Background: an optimization exercise with open tools, aiming at small area, a short achievable clock period and few clock cycles. Do not read the settings as production practice. No functional check of the RTL was part of any run shown here. Power and IR drop assume default switching activity.

<file path="flow/constraint.sdc">
create_clock -name core_clock -period 28.0 [get_ports {clk}]
set_input_delay 5.6000 -clock core_clock [delete_from_list [all_inputs] [get_ports {clk}]]
set_output_delay 5.6000 -clock core_clock [all_outputs]
set_load 0.01 [all_outputs]
</file>
<file path="flow/config.mk">
export PLATFORM = sky130hd
export DESIGN_NAME = vm_core
export DESIGN_NICKNAME = vm_core
export VERILOG_FILES = /design/flow/design.v
export SDC_FILE = /design/flow/constraint.sdc
export NUM_CORES = 8
export LEC_CHECK = 0
export CAP_MARGIN = 40
export CORE_MARGIN = 2
export CORE_UTILIZATION = 30
export PLACE_DENSITY = 0.45
export SLEW_MARGIN = 40
</file>
<file path="flow/design.v">
module vm_muldiv (
    input  wire [1:0]  op,
    input  wire [63:0] a,
    input  wire [63:0] b,
    output wire [63:0] abs_a,
    output wire [63:0] abs_b,
    output wire        neg
);
    assign abs_a = a[63] ? (64'd0 - a) : a;
    assign abs_b = b[63] ? (64'd0 - b) : b;
    assign neg   = (op == 2'd2) ? a[63] : (a[63] ^ b[63]);
endmodule
module vm_lzc64 (
    input  wire [63:0] v,
    output wire [6:0]  z
);
    wire [63:0] v0 = v;
    wire [31:0] a1;  wire [31:0]  c1;
    wire [15:0] a2;  wire [31:0]  c2;
    wire [7:0]  a3;  wire [23:0]  c3;
    wire [3:0]  a4;  wire [15:0]  c4;
    wire [1:0]  a5;  wire [9:0]   c5;
    wire        a6;  wire [5:0]   c6;
    genvar g;
    generate
        for (g = 0; g < 32; g = g + 1) begin : l1
            assign a1[g] = v0[2*g+1] | v0[2*g];
            assign c1[g] = !v0[2*g+1];
        end
        for (g = 0; g < 16; g = g + 1) begin : l2
            assign a2[g] = a1[2*g+1] | a1[2*g];
            assign c2[2*g+1:2*g] = a1[2*g+1] ? {1'b0, c1[2*g+1]} : {1'b1, c1[2*g]};
        end
        for (g = 0; g < 8; g = g + 1) begin : l3
            assign a3[g] = a2[2*g+1] | a2[2*g];
            assign c3[3*g+2:3*g] = a2[2*g+1] ? {1'b0, c2[4*g+3:4*g+2]} : {1'b1, c2[4*g+1:4*g]};
        end
        for (g = 0; g < 4; g = g + 1) begin : l4
            assign a4[g] = a3[2*g+1] | a3[2*g];
            assign c4[4*g+3:4*g] = a3[2*g+1] ? {1'b0, c3[6*g+5:6*g+3]} : {1'b1, c3[6*g+2:6*g]};
        end
        for (g = 0; g < 2; g = g + 1) begin : l5
            assign a5[g] = a4[2*g+1] | a4[2*g];
            assign c5[5*g+4:5*g] = a4[2*g+1] ? {1'b0, c4[8*g+7:8*g+4]} : {1'b1, c4[8*g+3:8*g]};
        end
    endgenerate
    assign a6 = a5[1] | a5[0];
    assign c6 = a5[1] ? {1'b0, c5[9:5]} : {1'b1, c5[4:0]};
    assign z  = a6 ? {1'b0, c6} : 7'd64;
endmodule
module vm_fpu (
    input  wire        clk,
    input  wire        rst,
    input  wire        start,
    input  wire        hold,       
    input  wire [2:0]  op,
    input  wire [63:0] a,
    input  wire [63:0] b,
    output wire        soon,       
    output wire        done,
    output wire [63:0] result
);
    localparam [63:0] QNAN = 64'h7FF8000000000000;
    localparam [3:0] S_IDLE = 4'd0,
                     M_PREP = 4'd1, M_ITER = 4'd2, M_FIN = 4'd3,
                     F_A2 = 4'd4, F_A3 = 4'd5, F_A4 = 4'd6, F_RND = 4'd7,
                     F_SPEC = 4'd8,
                     D_SUBA = 4'd9, D_SET = 4'd10, D_IT = 4'd11, D_F1 = 4'd12,
                     D_F2 = 4'd13, D_SUBB = 4'd14, F_A4S = 4'd15;
    reg  [3:0]  state;
    reg  [63:0] A, B;           
    reg  [63:0] Q;              
    reg  [57:0] QM;             
    reg  [53:0] D;              
    reg  [13:0] E;              
    reg  [6:0]  cnt;
    reg         is_mul, is_div;
    reg         neg;            
    reg         sg;             
    reg         xge;            
    reg         esub;           
    reg         rovf, rzero;    
    reg         dst;            
    reg  [11:0] dab, dba;       
    reg  [6:0]  lza, lzb;       
    reg         mlast;          
    reg         yb;             
    reg         dlowq;          
    reg  [5:0]  qd;             
    reg  [63:0] res_q;          
    reg         res_v;
    wire is_int = !op[2];
    wire [63:0] abs_a, abs_b;
    wire        neg_s;
    vm_muldiv u_front (.op(op[1:0]), .a(a), .b(b), .abs_a(abs_a), .abs_b(abs_b), .neg(neg_s));
    wire        sx = a[63], sy = b[63];
    wire [10:0] ex = a[62:52], ey = b[62:52];
    wire        x_nan  = (ex == 11'h7FF) && (a[51:0] != 52'd0);
    wire        y_nan  = (ey == 11'h7FF) && (b[51:0] != 52'd0);
    wire        x_inf  = (ex == 11'h7FF) && (a[51:0] == 52'd0);
    wire        y_inf  = (ey == 11'h7FF) && (b[51:0] == 52'd0);
    wire        x_zero = (a[62:0] == 63'd0);
    wire [10:0] ea1 = (ex == 11'd0) ? 11'd1 : ex;
    wire [10:0] eb1 = (ey == 11'd0) ? 11'd1 : ey;
    wire        y_zero = (b[62:0] == 63'd0);
    reg  [63:0] add_spec;
    reg         add_is_spec;
    always @(*) begin
        add_is_spec = 1'b1;
        add_spec    = 64'd0;
        if (x_nan || y_nan || (x_inf && y_inf && (sx != sy))) add_spec = QNAN;
        else if (x_inf)              add_spec = a;
        else if (y_inf)              add_spec = b;
        else if (x_zero && y_zero)   add_spec = {sx & sy, 63'd0};
        else if (x_zero)             add_spec = b;
        else if (y_zero)             add_spec = a;
        else                         add_is_spec = 1'b0;
    end
    wire        d_sign = sx ^ sy;
    reg  [63:0] div_spec;
    reg         div_is_spec;
    always @(*) begin
        div_is_spec = 1'b1;
        div_spec    = 64'd0;
        if (x_nan || y_nan || (x_inf && y_inf)) div_spec = QNAN;
        else if (x_inf)                         div_spec = {d_sign, 11'h7FF, 52'd0};
        else if (y_inf || x_zero)               div_spec = {d_sign, 63'd0};
        else                                    div_is_spec = 1'b0;
    end
    wire [52:0] nm_in = (state == D_SUBB) ? {1'b0, B[51:0]} : {1'b0, A[51:0]};
    wire [63:0] lz1_in = (state == S_IDLE) ? abs_a :
                         (state == F_A4)   ? {A[55:0], 8'hFF} :
                                             {nm_in, 11'h7FF};
    wire [6:0]  lz1, lz2;
    vm_lzc64 u_lz1 (.v(lz1_in), .z(lz1));
    vm_lzc64 u_lz2 (.v(abs_b), .z(lz2));
    wire [6:0]  sdiff = lzb - lza;           
    wire [56:0] nsum   = A[56:0];
    wire        n_full = ({4'd0, lz1} < E[10:0]);
    wire [63:0] shl_in  = (state == M_PREP) ? B :
                          (state == F_A4 || state == F_A4S) ? {8'd0, A[55:0]} :
                                              {11'd0, nm_in};
    wire [5:0]  shl_amt = (state == M_PREP) ? sdiff[5:0] :
                          (state == F_A4S)  ? (E[5:0] - 6'd1) : lz1[5:0];
    wire [63:0] shl_out = shl_in << shl_amt;
    wire [63:0] big = xge ? A : B;
    wire [63:0] sml = xge ? B : A;
    wire [10:0] eb  = (big[62:52] == 11'd0) ? 11'd1 : big[62:52];
    wire [10:0] es  = (sml[62:52] == 11'd0) ? 11'd1 : sml[62:52];
    wire [55:0] mb  = {(big[62:52] != 11'd0), big[51:0], 3'b000};
    wire [55:0] ms  = {(sml[62:52] != 11'd0), sml[51:0], 3'b000};
    wire [11:0] dexp = xge ? dab : dba;
    wire [55:0] dsig  = Q[56] ? {Q[56:2], Q[1] | Q[0] | dst} : {Q[55:1], Q[0] | dst};
    wire [13:0] dexpv = Q[56] ? E : (E - 14'd1);
    wire        dovf  = !dexpv[13] && (dexpv >= 14'd2047);
    wire        dlow  = dexpv[13] || (dexpv == 14'd0);
    wire [13:0] dsh   = 14'd1 - dexpv;
    wire        fa2     = (state == F_A2);
    wire [55:0] shr_in  = fa2 ? ms : dsig;
    wire        shr_big = fa2 ? (dexp > 12'd55) : (dsh > 14'd55);
    wire [5:0]  shr_amt = fa2 ? dexp[5:0] : dsh[5:0];
    wire [55:0] shr_sh  = shr_in >> shr_amt;
    wire        shr_st  = shr_big ? (|shr_in) : (|(shr_in & ~({56{1'b1}} << shr_amt)));
    wire [55:0] shr_out = {(shr_big ? 55'd0 : shr_sh[55:1]), (shr_big ? 1'b0 : shr_sh[0]) | shr_st};
    wire [2:0]  btrip = {Q[1:0], yb};
    wire        bone  = (btrip == 3'b001) || (btrip == 3'b010) ||
                        (btrip == 3'b101) || (btrip == 3'b110);
    wire        btwo  = (btrip == 3'b011) || (btrip == 3'b100);
    wire        bneg  = btrip[2] && (btrip != 3'b111);
    wire [63:0] bmag  = btwo ? {B[62:0], 1'b0} : (bone ? B : 64'd0);
    wire [63:0] bterm = bneg ? ~bmag : bmag;
    wire        mfin  = (state == M_FIN) || (state == M_PREP);
    wire [63:0] vres  = (state == M_PREP) ? (is_div ? 64'd0 : A) : (is_div ? Q : A);
    reg  [63:0] ax, ay;
    reg         ac;
    always @(*) begin
        case (state)
            S_IDLE: begin ax = {1'b0, a[62:0]}; ay = ~{1'b0, b[62:0]}; ac = 1'b1; end
            M_ITER: begin ax = A; ay = is_mul ? bterm : ~B; ac = is_mul ? bneg : 1'b1; end
            F_A3:   begin ax = {8'd0, A[55:0]}; ay = {8'd0, B[55:0]} ^ {64{esub}}; ac = esub; end
            D_F1:   begin ax = {7'd0, A[56:0]}; ay = {7'd0, B[56:0]}; ac = 1'b0; end
            default: begin ax = 64'd0; ay = neg ? ~vres : vres; ac = neg; end
        endcase
    end
    wire [64:0] sum = {1'b0, ax} + {1'b0, ay} + {64'd0, ac};
    function [57+57+2-1:0] srt_step;
        input [56:0] s;
        input [56:0] c;
        input [53:0] d;
        reg   [3:0]  y;
        reg   [56:0] s2, c2, yv;
        reg   [56:0] ns, nc;
        reg          qp, qn;
        begin
            y  = s[55:52] + c[55:52];
            qp = !y[3];                      
            qn = y[3] && (y != 4'b1111);     
            s2 = {s[55:0], 1'b0};
            c2 = {c[55:0], 1'b0};
            yv = qp ? ~{3'b000, d} : (qn ? {3'b000, d} : 57'd0);
            ns = s2 ^ c2 ^ yv;
            nc = (((s2 & c2) | (s2 & yv) | (c2 & yv)) << 1) | {56'd0, qp};
            srt_step = {ns, nc, qp, qn};
        end
    endfunction
    wire [115:0] st1 = srt_step(A[56:0], B[56:0], D);
    wire [115:0] st2 = srt_step(st1[115:59], st1[58:2], D);
    wire [115:0] st3 = srt_step(st2[115:59], st2[58:2], D);
    wire [3:0]  qv = ({4{qd[5]}} & 4'd4) - ({4{qd[4]}} & 4'd4) +
                     ({4{qd[3]}} & 4'd2) - ({4{qd[2]}} & 4'd2) +
                     ({4{qd[1]}} & 4'd1) - ({4{qd[0]}} & 4'd1);
    wire [3:0]  qv1 = qv - 4'd1;
    wire [57:0] q_next  = {(qv[3] ? QM[54:0] : Q[54:0]), qv[2:0]};
    wire [57:0] qm_next = {((qv[3] || qv == 4'd0) ? QM[54:0] : Q[54:0]), qv1[2:0]};
    wire [56:0] W      = sum[56:0];
    wire        wneg   = W[56];
    wire [56:0] Sx     = A[56:0], Cx = B[56:0];
    wire [56:0] Dx     = {3'b000, D};
    wire        wzero  = ((Sx ^ Cx) == {(Sx[55:0] | Cx[55:0]), 1'b0});
    wire [56:0] s3     = Sx ^ Cx ^ Dx;
    wire [56:0] c3     = {((Sx[55:0] & Cx[55:0]) | (Sx[55:0] & Dx[55:0]) | (Cx[55:0] & Dx[55:0])), 1'b0};
    wire        wdzero = ((s3 ^ c3) == {(s3[55:0] | c3[55:0]), 1'b0});
    wire        rdf = (state == D_F2);
    wire [55:0] rs  = rdf ? dsig : A[55:0];
    wire [10:0] ref0 = rdf ? (dexpv[10:0] - 11'd1) : E[10:0];
    wire        rov = rdf ? dovf : rovf;
    wire        rz  = rdf ? 1'b0 : rzero;
    wire        rup = rs[2] & (rs[1] | rs[0] | rs[3]);
    wire [53:0] rm  = {1'b0, rs[55:3]} + {53'd0, rup};
    wire [10:0] rfield = ref0 + {9'd0, rm[53:52]};
    wire [63:0] rres = rz  ? 64'd0 :
                       rov ? {sg, 11'h7FF, 52'd0} : {sg, rfield, rm[51:0]};
    wire m_short = (state == M_PREP) && !is_mul && (lza > lzb);
    wire m_last  = mlast;
    wire m_early = (state == M_ITER) && m_last && !neg;
    wire [63:0] m_early_res = is_mul ? sum[63:0] :
                              is_div ? {Q[62:0], sum[64]} :
                              (sum[64] ? sum[63:0] : A);
    wire        done_c   = (state == M_FIN) || m_short || m_early || (state == F_RND) ||
                           (state == F_SPEC) || ((state == D_F2) && !dlowq);
    assign soon = done_c;
    wire [63:0] result_c = (state == F_SPEC) ? A :
                           (state == M_ITER) ? m_early_res :
                           (state == M_FIN || state == M_PREP) ? sum[63:0] : rres;
    assign done   = res_v;
    assign result = res_q;
    always @(posedge clk) begin
        if (done_c) res_q <= result_c;
        if (rst) begin
            res_v <= 1'b0;
        end else if (done_c) begin
            res_v <= 1'b1;
        end else if (!hold) begin
            res_v <= 1'b0;
        end
        if (rst) begin
            state <= S_IDLE;
        end else begin
            case (state)
                S_IDLE: if (start) begin
                    if (is_int) begin
                        is_mul <= (op[1:0] == 2'd0);
                        is_div <= (op[1:0] == 2'd1);
                        neg    <= neg_s;
                        A      <= abs_a;
                        B      <= abs_b;
                        lza    <= lz1;
                        lzb    <= lz2;
                        state  <= M_PREP;
                    end else if (!op[0]) begin
                        if (add_is_spec) begin
                            A <= add_spec;
                            state <= F_SPEC;
                        end else begin
                            A   <= a;
                            B   <= b;
                            xge <= sum[64];
                            dab <= {1'b0, ea1} - {1'b0, eb1};
                            dba <= {1'b0, eb1} - {1'b0, ea1};
                            state <= F_A2;
                        end
                    end else if (div_is_spec) begin
                        A <= div_spec;
                        state <= F_SPEC;
                    end else if (ex == 11'd0 || ey == 11'd0) begin
                        A <= a;
                        B <= b;
                        E <= 14'd0;
                        state <= (ex == 11'd0) ? D_SUBA : D_SUBB;
                    end else begin
                        A  <= {11'd0, 1'b1, a[51:0]};    
                        B  <= 64'd0;
                        D  <= {1'b1, b[51:0], 1'b0};
                        Q  <= 64'd0;
                        QM <= {58{1'b1}};
                        qd <= 6'd0;
                        E  <= {3'd0, ex} - {3'd0, ey} + 14'd1023;
                        sg <= d_sign;
                        cnt <= 7'd18;
                        state <= D_IT;
                    end
                end
                M_PREP: begin
                    if (is_mul) begin
                        if (lza >= lzb) begin
                            Q <= A;
                        end else begin
                            Q <= B;
                            B <= A;
                        end
                        A <= 64'd0;
                        mlast <= ((lza >= lzb) ? lza : lzb) >= 7'd63;
                        yb    <= 1'b0;
                        state <= ((lza == 7'd64) || (lzb == 7'd64)) ? M_FIN : M_ITER;
                    end else if (lza > lzb) begin
                        state <= S_IDLE;
                    end else begin
                        Q   <= 64'd0;
                        B   <= shl_out;
                        cnt <= sdiff;
                        mlast <= (lza == lzb);
                        state <= M_ITER;
                    end
                end
                M_ITER: begin
                    if (is_mul) begin
                        A <= sum[63:0];
                        B <= {B[61:0], 2'b00};
                        Q <= {2'b00, Q[63:2]};
                        yb <= Q[1];
                        mlast <= (Q[63:3] == 61'd0);
                        if (m_last) state <= neg ? M_FIN : S_IDLE;
                    end else begin
                        if (sum[64]) A <= sum[63:0];
                        Q <= {Q[62:0], sum[64]};
                        B <= {1'b0, B[63:1]};
                        cnt <= cnt - 7'd1;
                        mlast <= (cnt == 7'd1);
                        if (m_last) state <= neg ? M_FIN : S_IDLE;
                    end
                end
                F_A2: begin
                    A[55:0] <= mb;
                    B[55:0] <= shr_out;
                    E    <= {3'd0, eb};
                    sg   <= big[63];
                    esub <= A[63] ^ B[63];
                    state <= F_A3;
                end
                F_A3: begin
                    A[56:0] <= sum[56:0];
                    state <= F_A4;
                end
                F_A4: begin
                    if (nsum[56] || n_full) begin
                        A[55:0] <= nsum[56] ? {nsum[56:2], nsum[1] | nsum[0]} : shl_out[55:0];
                        E[10:0] <= nsum[56] ? E[10:0] : (E[10:0] - {4'd0, lz1} - 11'd1);
                    end
                    rovf    <= nsum[56] && (E[10:0] == 11'd2046);
                    rzero   <= (nsum == 57'd0);
                    state   <= (nsum[56] || n_full) ? F_RND : F_A4S;
                end
                F_A4S: begin
                    A[55:0] <= shl_out[55:0];
                    E[10:0] <= 11'd0;
                    state   <= F_RND;
                end
                D_SUBA: begin
                    A[62:52] <= 11'd1;
                    A[51:0]  <= shl_out[51:0];
                    E <= E - {7'd0, lz1};
                    state <= (B[62:52] == 11'd0) ? D_SUBB : D_SET;
                end
                D_SUBB: begin
                    B[62:52] <= 11'd1;
                    B[51:0]  <= shl_out[51:0];
                    E <= E + {7'd0, lz1};
                    state <= D_SET;
                end
                D_SET: begin
                    A  <= {11'd0, 1'b1, A[51:0]};
                    B  <= 64'd0;
                    D  <= {1'b1, B[51:0], 1'b0};
                    Q  <= 64'd0;
                    QM <= {58{1'b1}};
                    qd <= 6'd0;
                    E  <= E + {3'd0, A[62:52]} - {3'd0, B[62:52]} + 14'd1023;
                    sg <= A[63] ^ B[63];
                    cnt <= 7'd18;
                    state <= D_IT;
                end
                D_IT: begin
                    cnt <= cnt - 7'd1;
                    if (cnt == 7'd0) state <= D_F1;
                end
                D_F1: begin
                    Q[57:0] <= wneg ? qm_next : q_next;
                    dlowq   <= (wneg ? qm_next[56] : q_next[56]) ? (E[13] || E == 14'd0)
                                                               : (E[13] || E == 14'd0 || E == 14'd1);
                    dst     <= wneg ? !wdzero : !wzero;
                    state   <= D_F2;
                end
                D_F2: begin
                    A[55:0] <= shr_out;
                    E[10:0] <= 11'd0;
                    rovf    <= 1'b0;
                    rzero   <= 1'b0;
                    state   <= dlowq ? F_RND : S_IDLE;
                end
                default: state <= S_IDLE;    
            endcase
            if (state == D_IT) begin
                A[56:0] <= st3[115:59];
                B[56:0] <= st3[58:2];
                Q[57:0] <= q_next;
                QM      <= qm_next;
                qd      <= {st1[1:0], st2[1:0], st3[1:0]};
            end
        end
    end
endmodule
module vm_core (
    input  wire        clk,
    input  wire        rst,
    input  wire [15:0] code_len,
    input  wire [16:0] pool_len,
    output wire [15:0] imem_addr,
    input  wire [63:0] imem_data,
    output wire [15:0] cp_index,
    input  wire [1:0]  cp_kind,
    input  wire [63:0] cp_value,
    input  wire [15:0] cp_window,
    input  wire [15:0] cp_nret,
    output reg         emit_valid,
    output reg         emit_ret,
    output reg  [1:0]  emit_tag,
    output reg  [63:0] emit_data,
    output reg         halted,
    output reg  [2:0]  res_kind,
    output reg  [15:0] res_ip,
    output reg  [2:0]  res_depth
);
    localparam RF_SIZE = 16;
    localparam [1:0] T_INV = 2'd0, T_INT = 2'd1, T_FLT = 2'd2;
    localparam [1:0] K_JMP = 2'd2;
    localparam [2:0] R_NORMAL = 3'd0, F_LOAD = 3'd1, F_INDEX = 3'd2,
                     F_TYPE = 3'd3, F_ARITH = 3'd4, F_STACK = 3'd5,
                     F_DECODE = 3'd6;
    localparam [2:0] P_CHECK = 3'd0, P_RUN = 3'd1,
                     P_COPY = 3'd4, P_RETOUT = 3'd5, P_HALT = 3'd6;
    function legal_op;
        input [7:0] o;
        begin
            case (o)
                8'h00, 8'h01, 8'h02,
                8'h10, 8'h11, 8'h12, 8'h13, 8'h14, 8'h15,
                8'h20, 8'h21, 8'h30, 8'h31,
                8'h40, 8'h41, 8'h42, 8'h44, 8'h45, 8'h46,
                8'h48, 8'h49, 8'h4A, 8'h4C, 8'h4D, 8'h4E,
                8'h50, 8'h51: legal_op = 1'b1;
                default:      legal_op = 1'b0;
            endcase
        end
    endfunction
    function [15:0] onehot4;
        input [3:0] s;
        begin
            onehot4 = 16'd1 << s;
        end
    endfunction
    reg [2:0]  phase;
    reg [15:0] cl;                  
    reg [16:0] pl;                  
    reg [1:0]  rf_tag  [0:RF_SIZE-1];
    reg [63:0] rf_data [0:RF_SIZE-1];
    reg [1:0]  dep;                 
    reg [4:0]  fbase, fsize, fnret, fretdst;
    reg [15:0] fcbase;
    reg [15:0] s_ip     [0:2];
    reg [4:0]  s_base   [1:2];
    reg [4:0]  s_size   [1:2];
    reg [4:0]  s_nret   [1:2];
    reg [4:0]  s_retdst [1:2];
    reg [15:0] s_cbase  [1:2];
    reg [15:0] pc;                  
    reg [4:0]  fbase_f;             
    reg        ir_v;
    reg [63:0] ir;
    reg [15:0] ip_f;                
    reg [15:0] cpi;                 
    reg        ir_last;             
    reg        ir_end;              
    reg [15:0] selP, selQ, selW;    
    reg        x_v;
    reg [7:0]  x_op;
    reg [15:0] x_ip;
    reg        x_end;
    reg [63:0] xr_a, xr_b;          
    reg [1:0]  xr_ta, xr_tb;        
    reg        x_bypA, x_bypB;      
    reg [15:0] x_selW;
    reg        x_rbad;              
    reg        x_cbad;              
    reg        x_taken;             
    reg [15:0] x_jt;                
    reg        x_jhi;               
    reg [15:0] x_ca, x_cb;          
    reg        x_khi0;              
    reg [4:0]  x_kwin, x_knret;     
    wire [63:0] au_result;
    reg         au_flt;
    wire [63:0] x_a  = x_bypA ? au_result : xr_a;
    wire [63:0] x_b  = x_bypB ? au_result : xr_b;
    wire [1:0]  x_ta = x_bypA ? (au_flt ? 2'd2 : 2'd1) : xr_ta;
    wire [1:0]  x_tb = x_bypB ? (au_flt ? 2'd2 : 2'd1) : xr_tb;
    reg        au_busy;
    reg [15:0] au_dst;
    reg [15:0] csrc, cdst;          
    reg [4:0]  cleft;
    wire [63:0] fw   = imem_data;
    wire [7:0]  fop  = fw[7:0];
    wire        f_jmp  = (fop[7:4] == 4'h4) && (fop[1:0] != 2'b11);
    wire        f_usea = (fop == 8'h01) || (f_jmp && fop[1:0] != 2'b00);
    wire [3:0]  f_sa = fbase_f[3:0] + fw[11:8];
    wire [3:0]  f_sb = fbase_f[3:0] + fw[27:24];
    wire [3:0]  f_sc = fbase_f[3:0] + fw[43:40];
    wire [15:0] f_cidx = (fop == 8'h50) ? fw[55:40] :
                         (f_jmp && fop[1:0] == 2'b00) ? fw[23:8] : fw[47:32];
    wire [15:0] pc_inc = pc + 16'd1;
    assign imem_addr = pc;
    assign cp_index  = cpi;
    wire [7:0]  op  = ir[7:0];
    wire [55:0] arg = ir[63:8];
    wire [23:0] ba  = ir[31:8];
    wire [31:0] bb  = ir[63:32];
    wire [15:0] ca  = ir[23:8];
    wire [15:0] cb  = ir[39:24];
    wire [15:0] cc  = ir[55:40];
    wire is_jump = (op[7:4] == 4'h4) && (op[1:0] != 2'b11);
    wire j_rel   = op[3];
    wire j_const = op[2];
    wire j_cond  = (op[1:0] != 2'b00);
    wire cidx_hi  = (op == 8'h50) ? 1'b0 :
                    (is_jump && !j_cond) ? (arg[55:16] != 40'd0) :
                                           (bb[31:16] != 16'd0);
    wire cidx_bad = cidx_hi || ({1'b0, cpi} >= pl);
    reg chk_cidx;
    always @(*) begin
        case (op)
            8'h02, 8'h45, 8'h46, 8'h4D, 8'h4E: chk_cidx = 1'b1;
            8'h44, 8'h4C, 8'h50:               chk_cidx = 1'b1;
            default:                           chk_cidx = 1'b0;
        endcase
    end
    wire bad_a   = (ca[15:5] != 11'd0) || (ca[4:0] >= fsize);
    wire bad_b   = (cb[15:5] != 11'd0) || (cb[4:0] >= fsize);
    wire bad_c   = (cc[15:5] != 11'd0) || (cc[4:0] >= fsize);
    wire bad_ba  = (ba[23:5] != 19'd0) || (ba[4:0] >= fsize);
    wire bad_arg = (arg[55:5] != 51'd0) || (arg[4:0] >= fsize);
    reg  rbad;
    always @(*) begin
        case (op)
            8'h01:                              rbad = bad_arg;
            8'h02, 8'h41, 8'h42, 8'h45, 8'h46,
            8'h49, 8'h4A, 8'h4D, 8'h4E:         rbad = bad_ba;
            8'h15:                              rbad = bad_a | bad_b;
            8'h10, 8'h11, 8'h12, 8'h13, 8'h14,
            8'h20, 8'h21, 8'h30, 8'h31:         rbad = bad_a | bad_b | bad_c;
            default:                            rbad = 1'b0;
        endcase
    end
    reg  [16:0] j_lo;
    reg         j_hi_ok;
    always @(*) begin
        if (j_const) begin
            j_lo    = cp_value[16:0];
            j_hi_ok = (cp_value[63:16] == 48'd0) || (cp_value[63:16] == {48{1'b1}});
        end else if (!j_cond) begin
            if (j_rel) begin
                j_lo    = arg[16:0];
                j_hi_ok = (arg[55:16] == 40'd0) || (arg[55:16] == {40{1'b1}});
            end else begin
                j_lo    = {1'b0, arg[15:0]};
                j_hi_ok = (arg[55:16] == 40'd0);
            end
        end else begin
            if (j_rel) begin
                j_lo    = bb[16:0];
                j_hi_ok = (bb[31:16] == 16'd0) || (bb[31:16] == 16'hFFFF);
            end else begin
                j_lo    = {1'b0, bb[15:0]};
                j_hi_ok = (bb[31:16] == 16'd0);
            end
        end
    end
    wire [15:0] j_base   = j_rel ? pc : fcbase;            
    wire [17:0] j_target = {2'b00, j_base} + {j_lo[16], j_lo};
    wire        copying = (phase == P_COPY) || (phase == P_RETOUT);
    wire        x_cr    = (phase == P_RUN) && x_v && !x_end && (x_op == 8'h50 || x_op == 8'h51);
    wire        x_copy0 = x_cr && (x_ca != 16'd0);
    wire [15:0] csrc_x  = onehot4(fbase[3:0] + x_cb[3:0]);
    wire [15:0] rselP = copying ? csrc : (x_copy0 ? csrc_x : selP);
    reg  [63:0] vP, vQ;
    reg  [1:0]  tP, tQ;
    integer k;
    always @(*) begin
        vP = 64'd0; vQ = 64'd0; tP = 2'd0; tQ = 2'd0;
        for (k = 0; k < RF_SIZE; k = k + 1) begin
            vP = vP | (rf_data[k] & {64{rselP[k]}});
            tP = tP | (rf_tag[k]  & {2{rselP[k]}});
            vQ = vQ | (rf_data[k] & {64{selQ[k]}});
            tQ = tQ | (rf_tag[k]  & {2{selQ[k]}});
        end
    end
    reg        w_en;
    reg [15:0] w_oh;
    reg [1:0]  w_tag;
    reg [63:0] w_data;
    wire       fwdP = w_en && ((w_oh & selP) != 16'd0);
    wire       fwdQ = w_en && ((w_oh & selQ) != 16'd0);
    wire [63:0] rP  = fwdP ? w_data : vP;
    wire [1:0]  rtP = fwdP ? w_tag  : tP;
    wire [63:0] rQ  = fwdQ ? w_data : vQ;
    wire [1:0]  rtQ = fwdQ ? w_tag  : tQ;
    wire        r_guard = (vP != 64'd0);
    wire        r_taken = !j_cond || (op[0] ? r_guard : !r_guard);
    wire        r_usesP = (op == 8'h01) || (is_jump && j_cond) ||
                          (op[7:4] == 4'h1) || (op[7:4] == 4'h2) || (op[7:4] == 4'h3);
    wire        r_usesQ = (op[7:4] == 4'h1 && op != 8'h15) || (op[7:4] == 4'h2) || (op[7:4] == 4'h3);
    wire        r_writes = (op == 8'h02) || (op[7:4] == 4'h1) || (op[7:4] == 4'h2) || (op[7:4] == 4'h3);
    wire        r_serial = (op == 8'h12 || op == 8'h13 || op == 8'h14 || op == 8'h20 ||
                            op == 8'h21 || op == 8'h50 || op == 8'h51);
    wire        au_pend = au_go || (au_busy && !au_wr);
    wire [15:0] au_pdst = au_go ? x_selW : au_dst;
    wire        r_rawP  = r_usesP && ((selP & au_pdst) != 16'd0);
    wire        r_rawQ  = r_usesQ && ((selQ & au_pdst) != 16'd0);
    wire        r_waw   = r_writes && ((selW & au_pdst) != 16'd0);
    wire        r_early = au_busy && au_soon && !au_go && !r_waw &&
                          !(op == 8'h50 || op == 8'h51) && !(is_jump && j_cond);
    wire        r_auhaz = au_pend && (r_serial || r_rawP || r_rawQ || r_waw) && !r_early;
    wire        r_haz   = (is_jump && j_cond && fwdP) || r_auhaz;
    wire xo_add = (x_op == 8'h10);
    wire xo_neg = (x_op == 8'h15);
    wire xo_flt = (x_op == 8'h31);
    wire [63:0] alu_x = xo_neg ? 64'd0 : (xo_flt ? {1'b0, x_a[62:0]} : x_a);
    wire [63:0] alu_y = xo_add ? x_b : (xo_neg ? ~x_a : (xo_flt ? ~{1'b0, x_b[62:0]} : ~x_b));
    wire [63:0] alu_s = alu_x + alu_y + {63'd0, !xo_add};
    wire        lt_res = (x_a[63] != x_b[63]) ? x_a[63] : alu_s[63];
    wire fb_nan = (x_a[62:52] == 11'h7FF) && (x_a[51:0] != 52'd0);
    wire fc_nan = (x_b[62:52] == 11'h7FF) && (x_b[51:0] != 52'd0);
    wire f_bothzero = (x_a[62:0] == 63'd0) && (x_b[62:0] == 63'd0);
    wire f_eqmag = (x_a[62:0] == x_b[62:0]);
    reg  flt_res;
    always @(*) begin
        if (fb_nan || fc_nan || f_bothzero)
            flt_res = 1'b0;
        else if (x_a[63] != x_b[63])
            flt_res = x_a[63];
        else if (!x_a[63])
            flt_res = alu_s[63];                   
        else
            flt_res = !alu_s[63] && !f_eqmag;      
    end
    wire        xj_ok = x_jhi && (x_jt < cl);
    wire [16:0] run_end  = {1'b0, x_cb} + {1'b0, x_ca};
    wire        run_bad  = (x_ca != 16'd0) && (run_end > {12'd0, fsize});
    wire [4:0]  call_nb  = fbase + fsize;
    wire [5:0]  call_top = {1'b0, call_nb} + {1'b0, x_kwin};
    wire [4:0]  c_base   = (dep == 2'd1) ? 5'd0 : s_base[dep == 2'd3 ? 2 : 1];
    wire [4:0]  c_size   = (dep == 2'd1) ? 5'd8 : s_size[dep == 2'd3 ? 2 : 1];
    wire [16:0] rdst_end = {12'd0, fretdst} + {1'b0, x_ca};
    wire [4:0]  sat_cb   = (x_cb > 16'd17) ? 5'd17 : x_cb[4:0];
    wire [15:0] cdst_x   = (x_op == 8'h50) ? onehot4(call_nb[3:0]) :
                                             onehot4(c_base[3:0] + fretdst[3:0]);
    wire [15:0] x_ipn    = x_ip + 16'd1;
    wire        xrun  = (phase == P_RUN) && x_v && !x_end;
    wire        xo_au = (x_op == 8'h12 || x_op == 8'h13 || x_op == 8'h14 ||
                         x_op == 8'h20 || x_op == 8'h21);
    wire        au_go = xrun && xo_au;
    wire [2:0]  au_op = (x_op == 8'h12) ? 3'd0 : (x_op == 8'h13) ? 3'd1 :
                        (x_op == 8'h14) ? 3'd2 : {2'b10, x_op[0]};
    wire        x_wr  = xrun && (x_op == 8'h02 || x_op == 8'h10 || x_op == 8'h11 ||
                                 x_op == 8'h15 || x_op == 8'h30 || x_op == 8'h31);
    wire        au_done, au_soon;
    wire        au_wr = au_busy && au_done && !x_wr;
    vm_fpu u_au (
        .clk(clk), .rst(rst), .start(au_go), .hold(x_wr), .op(au_op),
        .a(x_a), .b(x_b), .soon(au_soon), .done(au_done), .result(au_result)
    );
    reg [2:0] x_fault;
    always @(*) begin
        x_fault = 3'd0;
        if (!legal_op(x_op)) begin
            x_fault = F_DECODE;
        end else begin
            case (x_op)
                8'h00: ;
                8'h01: begin
                    if (x_rbad) x_fault = F_INDEX;
                    else if (x_ta != T_INT && x_ta != T_FLT) x_fault = F_TYPE;
                end
                8'h02: begin
                    if (x_rbad) x_fault = F_INDEX;
                    else if (x_cbad) x_fault = F_INDEX;
                    else if (x_tb[1]) x_fault = F_TYPE;
                end
                8'h10, 8'h11, 8'h12, 8'h13, 8'h14, 8'h30: begin
                    if (x_rbad) x_fault = F_INDEX;
                    else if (x_ta != T_INT || x_tb != T_INT) x_fault = F_TYPE;
                    else if ((x_op == 8'h13 || x_op == 8'h14) && x_b == 64'd0) x_fault = F_ARITH;
                end
                8'h15: begin
                    if (x_rbad) x_fault = F_INDEX;
                    else if (x_ta != T_INT) x_fault = F_TYPE;
                end
                8'h20, 8'h21, 8'h31: begin
                    if (x_rbad) x_fault = F_INDEX;
                    else if (x_ta != T_FLT || x_tb != T_FLT) x_fault = F_TYPE;
                    else if (x_op == 8'h21 && x_b[62:0] == 63'd0) x_fault = F_ARITH;
                end
                8'h50: begin
                    if (run_bad) x_fault = F_INDEX;
                    else if (x_cbad) x_fault = F_INDEX;
                    else if (x_tb != K_JMP) x_fault = F_TYPE;
                    else if (!x_khi0 || x_jt >= cl) x_fault = F_INDEX;
                    else if (x_ca > {11'd0, x_kwin}) x_fault = F_INDEX;
                    else if (dep == 2'd3) x_fault = F_STACK;
                    else if (call_top > 6'd16) x_fault = F_STACK;
                end
                8'h51: begin
                    if (run_bad) x_fault = F_INDEX;
                    else if (dep != 2'd0) begin
                        if ({11'd0, fnret} != x_ca) x_fault = F_INDEX;
                        else if (x_ca != 16'd0 && rdst_end > {12'd0, c_size}) x_fault = F_INDEX;
                    end
                end
                default: begin  
                    if (x_op[1:0] != 2'b00 && x_rbad) x_fault = F_INDEX;
                    else if (x_op[2] && x_cbad) x_fault = F_INDEX;
                    else if (x_op[1:0] != 2'b00 && x_ta != T_INT) x_fault = F_TYPE;
                    else if (x_op[2] && x_tb != K_JMP) x_fault = F_TYPE;
                    else if (x_taken && !xj_ok) x_fault = F_INDEX;
                end
            endcase
        end
    end
    wire x_single = !(x_op == 8'h50 || x_op == 8'h51);
    wire x_free = (phase == P_RUN) && (!x_v || x_single);
    wire r_go = (phase == P_RUN) &&
                ir_v && x_free && !r_haz;
    wire r_jump  = r_go && is_jump && r_taken;
    wire f_load  = (phase == P_CHECK) || (!ir_v || r_go);
    always @(*) begin
        w_en   = 1'b0;
        w_oh   = x_selW;
        w_tag  = T_INT;
        w_data = alu_s;
        case (phase)
            P_RUN: begin
                w_en = x_wr || au_wr || (x_copy0 && (x_op == 8'h50 || dep != 2'd0));
                if (au_wr) begin
                    w_oh = au_dst; w_tag = au_flt ? T_FLT : T_INT; w_data = au_result;
                end else case (x_op)
                    8'h50, 8'h51: begin w_oh = cdst_x; w_tag = tP; w_data = vP; end
                    8'h02: begin w_tag = x_tb[0] ? T_FLT : T_INT; w_data = x_b; end
                    8'h30: w_data = {63'd0, lt_res};
                    8'h31: w_data = {63'd0, flt_res};
                    default: ;
                endcase
            end
            P_COPY: begin
                w_en = 1'b1; w_oh = cdst; w_tag = tP; w_data = vP;
            end
            default: ;
        endcase
    end
    wire        call_ok = xrun && (x_op == 8'h50) && (x_fault == 3'd0);
    reg [RF_SIZE-1:0] clr;
    always @(*) begin
        for (k = 0; k < RF_SIZE; k = k + 1)
            clr[k] = call_ok &&
                     ({1'b0, k[4:0]} >= {1'b0, call_nb}) &&
                     ({1'b0, k[4:0]} < call_top);
    end
    always @(posedge clk) begin
        for (k = 0; k < RF_SIZE; k = k + 1) begin
            if (rst)
                rf_tag[k] <= T_INV;
            else if (w_en && w_oh[k])
                rf_tag[k] <= w_tag;
            else if (clr[k])
                rf_tag[k] <= T_INV;
            if (w_en && w_oh[k])
                rf_data[k] <= w_data;
        end
    end
    task halt_with;
        input [2:0]  kind;
        input [15:0] at;
        input [2:0]  d;
        begin
            phase     <= P_HALT;
            halted    <= 1'b1;
            res_kind  <= kind;
            res_ip    <= at;
            res_depth <= d;
        end
    endtask
    always @(posedge clk) begin
        cl <= code_len;
        pl <= pool_len;
        emit_valid <= 1'b0;
        emit_ret   <= 1'b0;
        emit_tag   <= (copying || x_copy0) ? tP : x_ta;
        emit_data  <= (copying || x_copy0) ? vP : x_a;
        if (rst) begin
            phase   <= P_CHECK;
            pc      <= 16'd0;
            ir_v    <= 1'b0;
            x_v     <= 1'b0;
            au_busy <= 1'b0;
            halted  <= 1'b0;
            res_kind  <= R_NORMAL;
            res_ip    <= 16'd0;
            res_depth <= 3'd0;
            dep     <= 2'd0;
            fbase   <= 5'd0;
            fbase_f <= 5'd0;
            fsize   <= 5'd8;
            fcbase  <= 16'd0;
        end else begin
            if (au_go) au_busy <= 1'b1;
            else if (au_wr) au_busy <= 1'b0;
            if (phase != P_HALT && f_load) begin
                ir      <= imem_data;
                ir_v    <= 1'b1;
                ip_f    <= pc;
                cpi     <= f_cidx;
                ir_last <= (pc_inc == cl);
                ir_end  <= (pc >= cl);
                selP    <= onehot4(f_usea ? f_sa : f_sb);
                selQ    <= onehot4(f_sc);
                selW    <= onehot4(f_sa);
                pc      <= (phase == P_CHECK && pc_inc == cl) ? 16'd0 : pc_inc;
            end
            x_ip    <= ip_f;
            x_end   <= ir_end;
            xr_a    <= rP;
            xr_ta   <= rtP;
            xr_b    <= (op == 8'h02) ? cp_value : rQ;
            xr_tb   <= (op == 8'h02 || op == 8'h50 || (is_jump && j_const)) ? cp_kind : rtQ;
            x_bypA  <= r_early && r_rawP;
            x_bypB  <= r_early && r_rawQ;
            x_rbad  <= rbad;
            x_cbad  <= cidx_bad;
            x_taken <= is_jump && r_taken;
            x_jt    <= (op == 8'h50) ? cp_value[15:0] : j_target[15:0];
            x_jhi   <= j_hi_ok && (j_target[17:16] == 2'b00);
            x_ca    <= ca;
            x_cb    <= cb;
            x_khi0  <= (cp_value[63:16] == 48'd0);
            x_kwin  <= (cp_window > 16'd17) ? 5'd17 : cp_window[4:0];
            x_knret <= (cp_nret > 16'd17) ? 5'd17 : cp_nret[4:0];
            if (r_go) begin
                x_v     <= 1'b1;
                x_op    <= op;
                x_selW  <= selW;
                if (r_jump) begin
                    ir_v <= 1'b0;
                    pc   <= j_target[15:0];
                end
                if (op == 8'h50) begin
                    ir_v    <= 1'b0;
                    pc      <= cp_value[15:0];
                    fbase_f <= fbase + fsize;
                end
                if (op == 8'h51 && dep != 2'd0) begin
                    ir_v    <= 1'b0;
                    pc      <= s_ip[dep - 2'd1];
                    fbase_f <= (dep == 2'd1) ? 5'd0 : s_base[dep - 2'd1];
                end
            end else if (x_free) begin
                x_v <= 1'b0;
            end
            case (phase)
                P_CHECK: begin
                    if (cl == 16'd0) begin
                        halt_with(F_LOAD, 16'd0, 3'd0);
                    end else if (ir_v) begin
                        if (!legal_op(op) || (chk_cidx && cidx_bad))
                            halt_with(F_LOAD, ip_f, 3'd0);
                        else if (ir_last)
                            phase <= P_RUN;
                    end
                end
                P_RUN: if (x_v) begin
                    if (x_end) begin
                        halt_with(R_NORMAL, x_ip, {1'b0, dep} + 3'd1);
                    end else if (x_fault != 3'd0) begin
                        halt_with(x_fault, x_ip, {1'b0, dep} + 3'd1);
                    end else begin
                        case (x_op)
                            8'h01: begin
                                emit_valid <= 1'b1;
                            end
                            8'h12, 8'h13, 8'h14, 8'h20, 8'h21: begin
                                au_dst <= x_selW;
                                au_flt <= x_op[5];
                            end
                            8'h50: begin
                                s_ip[dep] <= x_ipn;
                                if (dep != 2'd0) begin
                                    s_base[dep]   <= fbase;
                                    s_size[dep]   <= fsize;
                                    s_cbase[dep]  <= fcbase;
                                    s_nret[dep]   <= fnret;
                                    s_retdst[dep] <= fretdst;
                                end
                                dep     <= dep + 2'd1;
                                fbase   <= call_nb;
                                fsize   <= x_kwin;
                                fcbase  <= x_jt;
                                fnret   <= x_knret;
                                fretdst <= sat_cb;
                                x_v     <= 1'b0;
                                csrc    <= {csrc_x[14:0], csrc_x[15]};
                                cdst    <= {cdst_x[14:0], cdst_x[15]};
                                cleft   <= x_ca[4:0] - 5'd1;
                                if (x_ca > 16'd1) phase <= P_COPY;
                            end
                            8'h51: begin
                                csrc  <= {csrc_x[14:0], csrc_x[15]};
                                cleft <= x_ca[4:0] - 5'd1;
                                x_v   <= 1'b0;
                                if (dep == 2'd0) begin
                                    if (x_ca != 16'd0) begin
                                        emit_valid <= 1'b1;
                                        emit_ret   <= 1'b1;
                                    end
                                    if (x_ca <= 16'd1)
                                        halt_with(R_NORMAL, x_ip, 3'd1);
                                    else
                                        phase <= P_RETOUT;
                                end else begin
                                    cdst  <= {cdst_x[14:0], cdst_x[15]};
                                    dep   <= dep - 2'd1;
                                    if (dep == 2'd1) begin
                                        fbase  <= 5'd0;
                                        fsize  <= 5'd8;
                                        fcbase <= 16'd0;
                                    end else begin
                                        fbase   <= s_base[dep - 2'd1];
                                        fsize   <= s_size[dep - 2'd1];
                                        fcbase  <= s_cbase[dep - 2'd1];
                                        fnret   <= s_nret[dep - 2'd1];
                                        fretdst <= s_retdst[dep - 2'd1];
                                    end
                                    if (x_ca > 16'd1) phase <= P_COPY;
                                end
                            end
                            default: ;
                        endcase
                    end
                end
                P_COPY: begin
                    csrc  <= {csrc[14:0], csrc[15]};
                    cdst  <= {cdst[14:0], cdst[15]};
                    cleft <= cleft - 5'd1;
                    if (cleft == 5'd1) phase <= P_RUN;
                end
                P_RETOUT: begin
                    emit_valid <= 1'b1;
                    emit_ret   <= 1'b1;
                    csrc  <= {csrc[14:0], csrc[15]};
                    cleft <= cleft - 5'd1;
                    if (cleft == 5'd1)
                        halt_with(R_NORMAL, x_ip, 3'd1);
                end
                default: ;  
            endcase
        end
    end
endmodule
</file>
<file path="flow/flow/run.sh">
#!/bin/bash
set -euo pipefail
bash standard.sh synth > synth.log 2>&1
bash standard.sh SETUP_SLACK_MARGIN=21 \
    "CTS_ARGS=-sink_clustering_enable -repair_clock_nets -dont_use_dummy_load" \
    finish > layout.log 2>&1
</file>
<file path="flow/standard.sh">
#!/bin/bash
# synth_recipe.tcl (not shown) runs the flow's synth.tcl, then flattens the netlist and writes it again
# the make line also repeats each setting of config.mk as NAME=value (left out here)
make -C /OpenROAD-flow-scripts/flow DESIGN_CONFIG=/design/flow/config.mk WORK_HOME=/design/flow/orfs CLKGATE_MAP_FILE= SYNTH_SCRIPT=/design/flow/synth_recipe.tcl "${@:-finish}"
</file>
==> results of run 1 <==
## how the worst max path moves through the flow
stage / startpoint / end / slack (ns) / cells past startpoint
detailed placement: x_bypA / u_au.B[25] / 17.81 / 23
CTS: cp_value[0] / x_jhi / 20.00 / 23
finish: cp_value[0] / pc[12] / 19.97 / 24
global placement: u_au.state[3] / u_au.A[17] / 17.42 / 27
global route: cp_value[0] / x_jhi / 19.73 / 23
floorplan: rst / flop / 17.32 / 4
## cell usage after synthesis (all sizes together) (45+ instances only)
master | instances | area (µm²)
edfxtp | 2031 | 61000
nor2 | 1902 | 7160
a21oi | 1730 | 8670
nand2 | 1490 | 5610
o21ai | 1285 | 6430
clkbuf | 1214 | 4560
mux2i | 885 | 9030
inv | 812 | 3050
a221oi | 532 | 4690
ha | 507 | 6340
a22oi | 478 | 3590
xnor2 | 467 | 4090
nand3 | 434 | 2190
o22ai | 387 | 2430
a22o | 367 | 3210
buf | 300 | 1390
nor3 | 291 | 1490
nand4 | 256 | 1610
fa | 249 | 4980
xor2 | 228 | 2000
dfxtp | 217 | 4340
a21o | 190 | 1430
a211oi | 188 | 1430
nor4 | 186 | 1260
o211ai | 154 | 1160
a31oi | 152 | 951
o221ai | 136 | 1200
mux2 | 127 | 1430
nand2b | 100 | 626
nor2b | 89 | 557
and2 | 86 | 538
and3 | 83 | 519
a2111oi | 74 | 661
or3 | 72 | 450
o31ai | 64 | 485
o21a | 62 | 465
o21bai | 60 | 450
or2 | 55 | 347
o221a | 51 | 574
a221o | 45 | 450
## area by class of cell
class	count	area share [%]
clock buffer	290	3.53
inverter	832	1.58
sequential	2248	31.9
antenna	90	0.109
multi-input combinational	14006	49.4
timing repair inverter	3	0.00973
timing repair buffer	1852	9.03
tap	7452	4.53
## what timing repair did
action / 4_1_cts / 5_1_grt
gates cloned: 50 / 30
setup endpoints to repair: 1933 / 838
gates resized for setup: 1537 / 642
buffers inserted: 358 / 213
pin swaps: 188 / 278
## cells by family after synthesis
logic type | Yosys count | share of synthesized area [%]
AOI/OAI and AO/OA | 6319 | 24.8
and+or+nand+nor | 5201 | 14.1
buffers and inverters | 2346 | 5.40
DFF | 2248 | 38.9
muxes | 1019 | 6.33
adders and majority gates | 756 | 6.75
xor gates and xnor gates | 696 | 3.64
## state kept, by name, indices dropped and copies added, names as in the netlist, 17 cells and up, named ones only
signal      flops
s_ip           48
pl             17
ir             64
u_au.Q         64
u_au.res_q     64
u_au.A         64
u_au.B         64
s_cbase        32
u_au.QM        55
rf_data      1024
rf_tag         32
xr_b           64
xr_a           64
emit_data      64
u_au.D         52
## through the flow
| step | total power (µW) | instance area (µm²) | std cells |
|---|---|---|---|
| global route | 17700 | 206000 | 26701 |
| finish | 17500 | 206000 | 26773 |
| floorplan | 8910 | 169000 | 18585 |
| CTS | 16600 | 200000 | 26432 |
| global placement | 12600 | 183000 | 25703 |
| detailed placement | 12700 | 185000 | 25734 |
## report_power, final
group / total (µW) / switching, µW / leakage (µW) / internal [µW]
logic: 9100 / 6320 / 0.0506 / 2780
clock network: 3300 / 1500 / 0.00357 / 1810
registers: 5080 / 303 / 0.0200 / 4780
total: 17500 / 8120 / 0.0742 / 9360
## metal layers
layer,up-vias,track usage (%)
li1,71383,-
met1,89454,49.3
met2,14001,57.7
met3,3614,12.6
met4,64,29.3
met5,-,0
## worst max-delay path: stages
cell,delay [ns]
buf_12,0.11
nand2_4,0.05
o21ai_2,0.05
ha_2,0.22
fa_2,0.38
a21oi_2,0.13
nor2_1,0.06
nor2_2,0.11
o21bai_2,0.10
a21oi_2,0.18
o21bai_1,0.09
a21oi_2,0.21
o21bai_1,0.10
a21oi_2,0.17
o21bai_1,0.11
a21oi_2,0.15
buf_4,0.13
buf_6,0.08
buf_6,0.08
buf_6,0.08
buf_6,0.09
xnor2_4,0.06
a222oi_1,0.34
o22ai_1,0.12
==> flow_metrics.py, run 1 <==
metrics = {
    "outcome": {
        "outcome": "timing/DRC/antenna clean",
    },
    "routing": {
        "route.met3.wl_mm": 141,
        "routed_wl_mm": 1180,
        "wl_met1_mm": 444,
        "routed.top_layer": "met5",
        "drcViolationCount": 0,
        "avgViaCountPerCell": 6.67,
        "vias": 178516,
        "antenna_left": 0,
        "dr_wl_met2_mm": 487,
        "drt_iter0_markers": 29408,
        "dr.pass1.iters": 9,
        "wl_per_cell_um": 44.2,
    },
    "layout": {
        "nNetsFinal": 20186,
        "drive_gt1_share_pct": 18.7,
        "ff_latch_area_um2": 65500,
        "final_common_cell": "edfxtp_1",
        "utilization_pct": 36.9,
        "syn2layout_area_growth_pct": 22.5,
        "multi_input_area_um2": 102000,
        "fillers": 56383,
        "mostFrequentLayoutCells": "edfxtp_1 (2031), nor2_1 (1746), a21oi_1 (1596), nand2_1 (1386), buf_4 (1184)",
    },
    "power_and_ir_drop": {
        "power_density_nw_per_um2": 85.0,
        "peakVddDrop_mv": 0.0625,
        "p_leak_uw": 0.0742,
    },
    "synthesis": {
        "synth_nets": 19538,
        "synth-main-ff-cell": "edfxtp_1",
        "async_flop_share_pct": 0,
        "ys_seq_area_share_pct": 38.9,
        "syn_inst": 18585,
        "syn_area_per_cell_um2": 9.03,
        "yosysUniqueCellTypes": 127,
        "synth-edff-count": 2031,
        "yosysWarnings": 4,
        "syn_area_um2": 168000,
        "ys_seq_elements": 2248,
    },
    "grt": {
        "grt_pass1_vias": 162765,
        "grt-ovfl-total": 0,
        "track_usage_pct": 39.7,
        "grt_pass1_wl_mm": 1540,
        "grt_start_max_net_pins": 114,
        "antenna_found_initial": 157,
    },
    "min_path": {
        "hp-class": "flop to flop",
        "min_to": "x_ip[0]",
        "worstHoldStart": "ip_f[0]",
        "holdPathStages": 0,
    },
    "worst_setup_path": {
        "reg2reg_from": "x_bypB",
        "r2r_slack_ns": 20.68,
        "worst_setup_path_start_kind": "input port",
        "endpoint_kind": "flop",
        "crit_fanout": 2,
        "r2r_end": "u_au.A[31]",
        "cp.arrival_ns": 8.82,
        "path_class": "input port to flop",
        "critPathRequiredTime_ns": 28.79,
        "reg2reg_depth": 19,
    },
    "timing": {
        "holdWs_ns": 0.446,
        "min_period_over_period_pct": 28.7,
        "period_minus_slack_ns": 8.03,
        "rsz0062_at_grt": "true",
        "fin_ws_ns": 19.97,
        "worst_pin_slew_ns": 1.09,
        "finalMaxSlewViolations": 0,
        "setup_viol": 0,
        "slew-limit-headroom_pct": 26.7,
        "fmax_mhz": 125,
        "finalClockSkew_ns": 0.141,
        "hold_violations": 0,
        "setup_tns_ns": 0,
    },
    "clock_tree": {
        "clkTransAtPathRegs_ns": 0.05,
        "cts_tree": "done",
        "cts_sinks": 2248,
        "clockRootBuffer": "clkbuf_16",
        "ctsHoldBuffers": 0,
        "clk_latency_ns": 1.02,
        "htree_levels": 5,
        "clk_path_buf_depth": 4,
        "numCtsBuffers": 290,
    },
    "flow_run": {
        "timing.max_cap.violations": 0,
    },
    "place": {
        "gp_congestion": 1.07,
        "place_ws_ns": 17.81,
        "numPortBuffers": 319,
        "place_hpwl_mm": 840,
    },
    "floorplan": {
        "core_area_um2": 557000,
        "die_x_um": 752,
        "start_util_pct": 30.1,
        "rows": 274,
        "dieArea_um2": 566000,
        "die_h_um": 752,
        "ios": 320,
    },
}
==> run 2: changes to the inputs <==
--- a/flow/design.v
+++ b/flow/design.v
@@ -88,4 +88,5 @@
     reg         dlowq;          
     reg  [5:0]  qd;             
+    reg  [1:0]  qsel;           
     reg  [63:0] res_q;          
     reg         res_v;
@@ -184,27 +185,34 @@
     end
     wire [64:0] sum = {1'b0, ax} + {1'b0, ay} + {64'd0, ac};
-    function [57+57+2-1:0] srt_step;
+    function [1:0] srt_sel;
         input [56:0] s;
         input [56:0] c;
-        input [53:0] d;
         reg   [3:0]  y;
+        begin
+            y = s[55:52] + c[55:52];
+            srt_sel = {!y[3], y[3] && (y != 4'b1111)};    
+        end
+    endfunction
+    function [57+57-1:0] srt_apply;
+        input [56:0] s;
+        input [56:0] c;
+        input [53:0] d;
+        input        qp;
+        input        qn;
         reg   [56:0] s2, c2, yv;
-        reg   [56:0] ns, nc;
-        reg          qp, qn;
         begin
-            y  = s[55:52] + c[55:52];
-            qp = !y[3];                      
-            qn = y[3] && (y != 4'b1111);     
             s2 = {s[55:0], 1'b0};
             c2 = {c[55:0], 1'b0};
             yv = qp ? ~{3'b000, d} : (qn ? {3'b000, d} : 57'd0);
-            ns = s2 ^ c2 ^ yv;
-            nc = (((s2 & c2) | (s2 & yv) | (c2 & yv)) << 1) | {56'd0, qp};
-            srt_step = {ns, nc, qp, qn};
+            srt_apply = {s2 ^ c2 ^ yv,
+                         (((s2 & c2) | (s2 & yv) | (c2 & yv)) << 1) | {56'd0, qp}};
         end
     endfunction
-    wire [115:0] st1 = srt_step(A[56:0], B[56:0], D);
-    wire [115:0] st2 = srt_step(st1[115:59], st1[58:2], D);
-    wire [115:0] st3 = srt_step(st2[115:59], st2[58:2], D);
+    wire [113:0] sa1 = srt_apply(A[56:0], B[56:0], D, qsel[1], qsel[0]);
+    wire [1:0]   q2  = srt_sel(sa1[113:57], sa1[56:0]);
+    wire [113:0] sa2 = srt_apply(sa1[113:57], sa1[56:0], D, q2[1], q2[0]);
+    wire [1:0]   q3  = srt_sel(sa2[113:57], sa2[56:0]);
+    wire [113:0] sa3 = srt_apply(sa2[113:57], sa2[56:0], D, q3[1], q3[0]);
+    wire [1:0]   q4  = srt_sel(sa3[113:57], sa3[56:0]);
     wire [3:0]  qv = ({4{qd[5]}} & 4'd4) - ({4{qd[4]}} & 4'd4) +
                      ({4{qd[3]}} & 4'd2) - ({4{qd[2]}} & 4'd2) +
@@ -295,4 +303,5 @@
                         QM <= {58{1'b1}};
                         qd <= 6'd0;
+                        qsel <= 2'b10;    
                         E  <= {3'd0, ex} - {3'd0, ey} + 14'd1023;
                         sg <= d_sign;
@@ -385,4 +394,5 @@
                     QM <= {58{1'b1}};
                     qd <= 6'd0;
+                    qsel <= 2'b10;    
                     E  <= E + {3'd0, A[62:52]} - {3'd0, B[62:52]} + 14'd1023;
                     sg <= A[63] ^ B[63];
@@ -411,9 +421,10 @@
             endcase
             if (state == D_IT) begin
-                A[56:0] <= st3[115:59];
-                B[56:0] <= st3[58:2];
+                A[56:0] <= sa3[113:57];
+                B[56:0] <= sa3[56:0];
                 Q[57:0] <= q_next;
                 QM      <= qm_next;
-                qd      <= {st1[1:0], st2[1:0], st3[1:0]};
+                qd      <= {qsel, q2, q3};
+                qsel    <= q4;
             end
         end
@@ -503,5 +514,7 @@
     reg        x_cbad;              
     reg        x_taken;             
+    reg        x_jconst;            
     reg [15:0] x_jt;                
+    reg [16:0] x_jlo;               
     reg        x_jhi;               
     reg [15:0] x_ca, x_cb;          
@@ -573,8 +586,5 @@
     reg         j_hi_ok;
     always @(*) begin
-        if (j_const) begin
-            j_lo    = cp_value[16:0];
-            j_hi_ok = (cp_value[63:16] == 48'd0) || (cp_value[63:16] == {48{1'b1}});
-        end else if (!j_cond) begin
+        if (!j_cond) begin
             if (j_rel) begin
                 j_lo    = arg[16:0];
@@ -662,5 +672,6 @@
             flt_res = !alu_s[63] && !f_eqmag;      
     end
-    wire        xj_ok = x_jhi && (x_jt < cl);
+    wire [17:0] xj_t  = x_jconst ? ({2'b00, x_jt} + {x_jlo[16], x_jlo}) : {2'b00, x_jt};
+    wire        xj_ok = x_jhi && (xj_t[17:16] == 2'b00) && (xj_t[15:0] < cl);
     wire [16:0] run_end  = {1'b0, x_cb} + {1'b0, x_ca};
     wire        run_bad  = (x_ca != 16'd0) && (run_end > {12'd0, fsize});
@@ -855,6 +866,10 @@
             x_cbad  <= cidx_bad;
             x_taken <= is_jump && r_taken;
-            x_jt    <= (op == 8'h50) ? cp_value[15:0] : j_target[15:0];
-            x_jhi   <= j_hi_ok && (j_target[17:16] == 2'b00);
+            x_jconst <= j_const;
+            x_jt    <= (op == 8'h50) ? cp_value[15:0] :
+                       j_const ? j_base : j_target[15:0];
+            x_jlo   <= cp_value[16:0];
+            x_jhi   <= j_const ? ((cp_value[63:16] == 48'd0) || (cp_value[63:16] == {48{1'b1}}))
+                               : (j_hi_ok && (j_target[17:16] == 2'b00));
             x_ca    <= ca;
             x_cb    <= cb;
@@ -868,5 +883,5 @@
                 if (r_jump) begin
                     ir_v <= 1'b0;
-                    pc   <= j_target[15:0];
+                    if (!j_const) pc <= j_target[15:0];
                 end
                 if (op == 8'h50) begin
@@ -959,5 +974,10 @@
                                 end
                             end
-                            default: ;
+                            default: begin
+                                if (x_taken && x_jconst) begin
+                                    pc   <= xj_t[15:0];
+                                    ir_v <= 1'b0;
+                                end
+                            end
                         endcase
                     end
==> flow/flow/run.sh (replaced) <==
#!/bin/bash
set -euo pipefail
bash standard.sh synth > synth.log 2>&1
bash standard.sh SETUP_SLACK_MARGIN=21 \
    "CTS_ARGS=-sink_clustering_enable -repair_clock_nets -dont_use_dummy_load -buf_list {sky130_fd_sc_hd__clkbuf_4 sky130_fd_sc_hd__clkbuf_8}" \
    finish > layout.log 2>&1
==> run 2 against run 1 <==
  * Still clean
  * Hold slack worse by 0.11 ns
  * Clock power is 15% lower
  * Flip-flop and latch count rose by 20
  * Register-to-register slack got worse by 0.26 ns
  * Via count is 3.3% higher
  * Design area increased by 1.8%
  * Maximum frequency grew 5.9%
  * Die area up 1.8%
  * Final cell count up 2.3%
  * Area after synthesis up 1.8%
  * Largest power group unchanged
  * Highest routed layer unchanged
==> flow_metrics.py, run 2 <==
metrics = {
    "place": {
        "dp_cells": 26154,
        "gp_congestion": 1.09,
        "place_area_um2": 188000,
        "numPortBuffers": 319,
        "place_hpwl_mm": 883,
    },
    "clock_tree": {
        "numCtsBuffers": 430,
        "ctsHoldBuffers": 0,
        "clk_path_buf_depth": 4,
        "htree_levels": 5,
        "clkTransAtPathRegs_ns": 0.06,
        "cts_tree": "done",
        "clk_latency_ns": 1.31,
        "cts_sinks": 2268,
        "clockRootBuffer": "clkbuf_8",
    },
    "synthesis": {
        "yosysWarnings": 4,
        "syn_area_per_cell_um2": 9.04,
        "synth-main-ff-cell": "edfxtp_1",
        "yosysTopAreaCell": "edfxtp_1",
        "synth_top_area_share_pct": 36.0,
        "yosys-top-cells-count": "edfxtp_1 (2051), nor2_1 (1699), a21oi_1 (1546), nand2_1 (1520), o21ai_0 (1366)",
        "syn_area_um2": 171000,
        "synth_nets": 19881,
        "ys_top_cells_by_area": "edfxtp_1 (36%), mux2i_1 (4.8%), a21oi_1 (4.5%)",
        "yosysUniqueCellTypes": 116,
        "ys_seq_area_share_pct": 38.6,
        "async_flop_share_pct": 0,
        "ys_seq_elements": 2268,
        "syn_inst": 18896,
        "synth-edff-count": 2051,
        "yosysMostFrequentCell": "edfxtp_1",
    },
    "grt": {
        "track_usage_pct": 40.9,
        "grt-ovfl-total": 0,
        "grt_pass1_vias": 167447,
        "grt_start_max_net_pins": 121,
        "grt_pass1_wl_mm": 1600,
        "antenna_found_initial": 158,
    },
    "routing": {
        "dr.pass1.iters": 8,
        "vias": 184353,
        "drt_iter0_markers": 30139,
        "wl_per_cell_um": 45.3,
        "avgViaCountPerCell": 6.73,
        "antenna_left": 0,
        "routed_wl_mm": 1240,
        "drcViolationCount": 0,
    },
    "timing": {
        "slew-limit-headroom_pct": 24.0,
        "min_period_over_period_pct": 27.1,
        "fmax_mhz": 132,
        "period_minus_slack_ns": 7.58,
        "finalClockSkew_ns": 0.254,
        "setup_viol": 0,
        "worst_pin_slew_ns": 1.13,
        "setup_tns_ns": 0,
        "hold_violations": 0,
        "rsz0062_at_grt": "true",
        "finalMaxSlewViolations": 0,
    },
    "floorplan": {
        "die_h_um": 759,
        "start_util_pct": 30.1,
        "dieArea_um2": 576000,
        "ios": 320,
        "rows": 277,
        "die_x_um": 759,
        "core_area_um2": 568000,
    },
    "layout": {
        "fin_area_um2": 209000,
        "syn2layout_area_growth_pct": 22.5,
        "nNetsFinal": 20729,
        "finalNonFillerCells": 27395,
        "largest_reg_flops": 1024,
        "fillers": 57763,
        "largest-register": "rf_data",
        "final_common_cell": "edfxtp_1",
        "mostFrequentLayoutCells": "edfxtp_1 (2051), nor2_1 (1592), nand2_1 (1475), a21oi_1 (1394), buf_4 (1229)",
        "drive_gt1_share_pct": 19.9,
    },
    "flow_run": {
        "timing.max_cap.violations": 0,
    },
    "worst_setup_path": {
        "cp_slowest_cell": "a222oi_1",
        "path_class": "flop to flop",
        "critPathMostFrequentCell": "buf_12",
        "endpoint_kind": "flop",
        "critPathRequiredTime_ns": 28.84,
        "worst_setup_path_start_kind": "flop",
        "crit_fanout": 6,
        "max_stage_delay_ns": 0.59,
        "cp.arrival_ns": 8.42,
    },
    "power_and_ir_drop": {
        "p_leak_uw": 0.0752,
        "peakVddDrop_mv": 0.0673,
        "power_density_nw_per_um2": 82.0,
    },
    "min_path": {
        "hp-class": "flop to flop",
    },
    "outcome": {
        "outcome": "timing/DRC/antenna clean",
    },
}
[run 2: changes by cell type after synthesis, moves of 60 or more]
cell,previous run,this run
nor3_1,287,348
nor2_1,1901,1699
a22o_1,367,307
a21oi_1,1728,1546
a221o_1,45,107
clkbuf_1,1214,1286
a22oi_1,478,638
o21ai_0,1249,1366
mux2_2,127,195
[run 2: repair_timing]
item,4_1_cts,5_1_grt
gates cloned,56,19
setup endpoints to repair,1691,961
resized for setup,1789,572
pin swaps,287,297
buffers inserted,413,196
[run 2: cell families after synthesis]
family | after synthesis | share of synthesized area [%]
flops | 2268 | 38.6
buf+inv | 2394 | 5.31
fa+ha+maj | 789 | 6.87
simple gates | 5168 | 14.0
compound gates | 6523 | 25.3
xor+xnor | 727 | 3.73
mux | 1027 | 6.19
[run 2: area by class of cell]
| type | instances | area (µm²) | share of cell area, % |
|---|---|---|---|
| inverters | 825 | 3200 | 1.53 |
| clock buffers | 430 | 5920 | 2.83 |
| well taps | 7533 | 9430 | 4.50 |
| multi-input cells | 14248 | 105000 | 50.0 |
| flip-flops and latches | 2268 | 66100 | 31.6 |
| diodes | 120 | 300 | 0.143 |
| repair buffers | 1971 | 19700 | 9.40 |
[run 2: report_power, final]
group | switching, µW | total, µW | internal [µW] | leakage [µW]
clock | 1480 | 2810 | 1330 | 0.00309
combinational | 6350 | 9270 | 2910 | 0.0519
sequential | 299 | 5090 | 4790 | 0.0202
[run 2: worst max-delay path: cells and delay by family (launching register included)]
kind	cells	cell delay [ns]
buffers and inverters	10	1.71
and+or+nand+nor	7	1.84
AOI/OAI and AO/OA	11	2.75
DFF	1	0.41
muxes	1	0.24
adders and majority gates	1	0.19
[run 2: metrics by stage]
stage                     hold slack (ns)  setup WS [ns]  power [µW]  utilization, %
after floorplan                     0.400          19.67        8870               -
after global placement              0.414          17.26       12600            32.9
after detailed placement            0.424          17.15       12600            33.1
after CTS                           0.352          20.48       16300            35.9
after global routing                0.397          20.36       17500            36.8
final                               0.336          20.42       17200            36.9
[run 2: final timing paths]
path,startpoint,cells past startpoint,slack (ns),end
setup reg to reg,x_bypA,30,20.42,u_au.A[2]
setup / recovery,x_bypA,30,20.42,u_au.A[2]
hold reg to reg,csrc[2],2,0.34,csrc[3]
hold / removal,csrc[2],2,0.34,csrc[3]
[run 2: per-layer routing]
metal | up-vias | GRT usage [%] | part of all wire (%)
met1 | 92342 | 50.3 | 37
li1 | 73442 | - | -
met4 | 54 | 32.1 | 10
met2 | 14639 | 58.3 | 40
met3 | 3876 | 14.1 | 12
met5 | - | 0.209 | 0.044

-- static timing again, ports no longer ideal --
The results above use ideal ports. As a check the final layouts listed here were re-extracted and re-timed, cells and wires unchanged. Step 1: set_driving_cell puts a clkbuf_16 on clk and a buf_2 on each other input, an assumption about the parent block. Step 2 moves the port delays by t, midway between the first and last clock arrival at a register: inputs arrive t later, outputs are due t later. That takes back most of the time a late clock gives input paths. Slacks: ideal / step 1 / step 2; pairs: ideal / step 1.
| run | t (ns) | slack for setup (ns) | clock arrival spread, ns | worst slew at a driven data input, ns |
|---|---|---|---|---|
| run 1 | 1.089 | 19.971 / 20.063 / 18.973 | 0.141 / 0.141 | 0.18 |
| run 2 | 1.303 | 20.419 / 20.419 / 19.793 | 0.254 / 0.254 | 0.06 |
After both steps every run listed still meets setup and hold. The setup slack of run 1, which loses most, moves by +0.092 ns with the drivers and by -0.998 ns with both steps.
